Context: an optimization exercise on an open-source flow, tuned for small area. The choices shown serve that exercise and are no tape-out recipe.
Function was checked by simulation only, so behaviour that the tests miss may differ from the original.
Power and IR drop assume default switching activity.

job 1948:
## tse
module tse (
    input  wire        clk,
    input  wire        rst,
    input  wire        req,
    input  wire        req_we,
    input  wire [8:0]  req_addr,
    input  wire [31:0] req_wdata,
    output reg         rsp_valid,
    output reg         rsp_err,
    output reg  [31:0] rsp_rdata
);
    localparam [2:0] E_NONE = 3'd0, E_CIV = 3'd1, E_OVF = 3'd2,
                     E_ILL  = 3'd3, E_EXH = 3'd4;
    reg  [2:0]  st_err;
    reg         st_trunc;
    reg  [4:0]  st_idx;
    reg         cfg_trunc;
    reg         z_argn, z_argw, z_res, z_date, z_time, z_yday;
    reg  [15:0] arg_n;
    reg  [4:0]  arg_w;
    reg  [15:0] result;
    reg  [31:0] ts_date;
    reg  [31:0] ts_time;
    reg  [15:0] ts_yday;
    reg  [1:0]  fcode;       
    reg  [5:0]  rd_ptr;
    reg  [1:0]  so_sym;
    reg  [5:0]  so_index;
    reg         popped;
    reg  [1:0]  psel;        
    reg  [1:0]  psym;        
    reg  [6:0]  ra;          
    reg         busy, fin;
    reg         prim;        
    reg         ppass;       
    reg         pq, pp;      
    reg         povf, ppar;  
    reg         pend_pop;    
    reg  [3:0]  k;
    reg  [3:0]  r1, r2, r3, r4, r5, r6;
    reg  [2:0]  r7;
    reg  [1:0]  ydwin, hwin, q2win;
    reg  [2:0]  mwin;
    reg         lp;
    wire        fvalid = fcode != 2'd3;
    wire [1:0]  fstd   = fvalid ? fcode : 2'd0;
    wire        fbpc   = fcode == 2'd2;
    wire [5:0] fidx = ra[6] ? ra[5:0] : rd_ptr;
    wire [3:0] h12    = {r6[3:2] + {1'b0, lp}, r6[1:0]};
    wire [5:0] bmin   = {mwin[1:0], r5};
    wire [3:0] bwd    = {mwin[2], r7};
    wire [5:0] bday   = {ydwin, r4};
    wire [6:0] yy7    = {r2, 3'b000} + {2'b00, r2, 1'b0} + {3'b000, r1};
    wire       p3     = ^{hwin, h12, bmin, bwd};
    wire       p4     = ^{bday, r3, yy7[5:0]};
    wire [37:0] bseq  = {hwin, 2'b00, h12, bmin, bwd, lp, p3, bday, r3, yy7[5:0], 1'b0, p4};
    reg [1:0] fsym;
    always @* begin
        fsym = 2'd0;
        if (fbpc) begin
            if (fidx <= 6'd18) fsym = bseq[37 - 2*fidx -: 2];
        end else if (fvalid) begin
            case (fidx)
  ...
For scale: about 210 flip-flops, about 79 I/O pins.
Settings: LEC_CHECK=0, CAP_MARGIN=20, CORE_MARGIN=2, CORE_UTILIZATION=60, GPL_TIMING_DRIVEN=0, SLEW_MARGIN=20; clock period 20.0 ns.
standard.sh (not shown) runs the stock make flow with config.mk's settings and CLKGATE_MAP_FILE= SYNTH_SCRIPT=/design/flow/synth_recipe.tcl, a recipe that flattens the netlist after the stock synthesis.
==> flow/flow/run.sh <==
#!/bin/bash
# Standard ORFS layout (the standard.sh) with two changes:
#  - plain buf_1 cells as the port buffers instead of delay buffers;
#  - clock tree built from clkbuf_4 cells without dummy balancing loads.
set -euo pipefail
export BUFFER_PORTS_ARGS="-buffer_cell sky130_fd_sc_hd__buf_1"
export CTS_ARGS="-sink_clustering_enable -repair_clock_nets -dont_use_dummy_load -buf_list sky130_fd_sc_hd__clkbuf_4 -sink_clustering_size 10 -sink_clustering_max_diameter 40"
bash standard.sh finish > standard_flow.log 2>&1
Job 1948: flow completed, timing, DRC and antenna clean
## Diff of input files: job 9168 against job 1948
==> flow/flow/run.sh <==
#!/bin/bash
# Standard ORFS layout (the standard.sh) with two changes:
#  - plain buf_1 cells as the port buffers instead of delay buffers;
#  - clock tree built from clkbuf_8 cells without dummy balancing loads.
set -euo pipefail
export BUFFER_PORTS_ARGS="-buffer_cell sky130_fd_sc_hd__buf_1"
export CTS_ARGS="-sink_clustering_enable -repair_clock_nets -dont_use_dummy_load -buf_list sky130_fd_sc_hd__clkbuf_8 -sink_clustering_size 16 -sink_clustering_max_diameter 55"
bash standard.sh finish > standard_flow.log 2>&1
diff --git a/flow/config.mk b/flow/config.mk
--- a/flow/config.mk
+++ b/flow/config.mk
@@ -8 +8 @@
-export CAP_MARGIN = 20
+export CAP_MARGIN = 0
@@ -11,2 +11 @@
-export GPL_TIMING_DRIVEN = 0
-export SLEW_MARGIN = 20
+export SLEW_MARGIN = 0
Compound-gate portion of the synthesized area: job 1948 vs job 9168 identical. Worst setup slack after layout: job 9168 vs job 1948 up 0.21 ns. | final clock period utilization by the worst path | higher: job 1948 |. [job 9168 vs job 1948] fraction of cell area in non-clock buffers: lower in job 9168. Diff job 9168..job 1948 | overall die area | unchanged.
> inputs changed (job 9168 -> job 3523)
==> flow/flow/run.sh <==
#!/bin/bash
# Standard ORFS layout (the standard.sh) with two changes:
#  - plain buf_1 cells as the port buffers instead of delay buffers;
#  - clock tree built from clkbuf_4 cells without dummy balancing loads.
set -euo pipefail
export BUFFER_PORTS_ARGS="-buffer_cell sky130_fd_sc_hd__buf_1"
export CTS_ARGS="-sink_clustering_enable -repair_clock_nets -dont_use_dummy_load -buf_list sky130_fd_sc_hd__clkbuf_4 -sink_clustering_size 10 -sink_clustering_max_diameter 40"
bash standard.sh finish > standard_flow.log 2>&1
diff --git a/flow/config.mk b/flow/config.mk
--- a/flow/config.mk
+++ b/flow/config.mk
@@ -10 +10,2 @@
-export CORE_UTILIZATION = 60
+export CORE_UTILIZATION = 70
+export GPL_TIMING_DRIVEN = 0
--- outcome ---
Job 3523: full flow OK, the timing, design-rule and antenna checks passed
As far as area after synthesis goes, job 3523 and job 9168 are indistinguishable; the numbers are identical.
Summary of the comparison: number of buffers inserted during clock tree synthesis is higher in job 3523, relative to job 9168.
Net total in the final layout: job 9168 and job 3523 compared, lower one is job 9168
Share of cells above drive strength 1 was higher in the run labelled job 3523.
### job 3523 -> job 5483
diff --git a/flow/config.mk b/flow/config.mk
--- a/flow/config.mk
+++ b/flow/config.mk
@@ -8 +8 @@
-export CAP_MARGIN = 0
+export CAP_MARGIN = 20
@@ -10,3 +10,2 @@
-export CORE_UTILIZATION = 70
-export GPL_TIMING_DRIVEN = 0
-export SLEW_MARGIN = 0
+export CORE_UTILIZATION = 60
+export SLEW_MARGIN = 20
==> results.txt <==
- Job 5483: all stages complete, timing, DRC and antenna checks passed
- For the horizontal die dimension, job 5483 came in 11 um higher than job 3523 did.
- From job 3523 to job 5483 the numbers moved as follows: HPWL reported at the end of detailed placement decreased by 2200 um relative to the old numbers, fmax fell by 0.89 MHz.


Another version of the RTL of tse (not shown whole).
Size in the first run: roughly 1700 cells after synthesis, ~200 flip-flops, ~14000 um^2 of cells after synthesis.
## tse
module tse (
    input  wire        clk,
    input  wire        rst,
    input  wire        req,
    input  wire        req_we,
    input  wire [8:0]  req_addr,
    input  wire [31:0] req_wdata,
    output reg         rsp_valid,
    output reg         rsp_err,
    output reg  [31:0] rsp_rdata
);
make LEC_CHECK=0 CAP_MARGIN=20 CORE_MARGIN=2 CORE_UTILIZATION=50 CTS_BUF_LIST=sky130_fd_sc_hd__clkbuf_8 CTS_CLUSTER_DIAMETER=50 CTS_CLUSTER_SIZE=14 SLEW_MARGIN=20 finish   # period 20.0 ns
run.sh (not shown) runs the stock make flow with config.mk's settings and CLKGATE_MAP_FILE= SYNTH_SCRIPT=/design/flow/synth_recipe.tcl, a recipe that flattens the netlist after the stock synthesis.
Stock flow here: none of the scripts above is used.
The starting point completed without violations.
Next try:
CORE_UTILIZATION = 30   (was 50)
CTS_BUF_LIST = not set   (was sky130_fd_sc_hd__clkbuf_8)
CTS_CLUSTER_DIAMETER = not set   (was 50)
CTS_CLUSTER_SIZE = not set   (was 14)
The changed run finished with timing, DRC and antenna clean.
Worst hold slack gains 0.0055 ns.
Non-clock buffer count falls by 1.
Critical path depth is unchanged.
Worst setup slack is about the same.
Total power rises by 7.6%.
Routed wire length climbs by 2.1%.
Cell area grows by 2.9%.
Core utilization falls by 22 points.
Register-to-register slack is worse by 0.17 ns.
Global-route usage went down by 13 points.
Flip-flop and latch count stays the same.

[what the ideal ports hide]
How much do the figures lean on ideal ports? The routed layouts below were timed once more, with nothing changed but the port constraints. Step 1 assumes that a clkbuf_16 drives the clock port and a buf_2 every other input. Step 2 also shifts input and output timing later by t, the mid clock arrival at the registers, as if the neighbouring blocks saw the same clock. a / b / c = ideal ports / drivers / drivers and shift; a / b = the first two.
run | t, ns | slack for setup (ns) | worst data-port slew with drivers (ns)
job 1948 | 0.649 | 11.035 / 10.990 / 11.639 | 0.04
job 9168 | 0.562 | 11.242 / 11.197 / 11.759 | 0.07
job 3523 | 0.662 | 11.171 / 11.126 / 11.789 | 0.04
job 5483 | 0.750 | 11.101 / 11.054 / 11.805 | 0.07
the first run of note 2 | 0.641 | 10.564 / 10.517 / 11.158 | 0.04
the second run of note 2 | 0.591 | 10.567 / 10.514 / 11.105 | 0.05
After both steps every run listed still meets setup and hold.
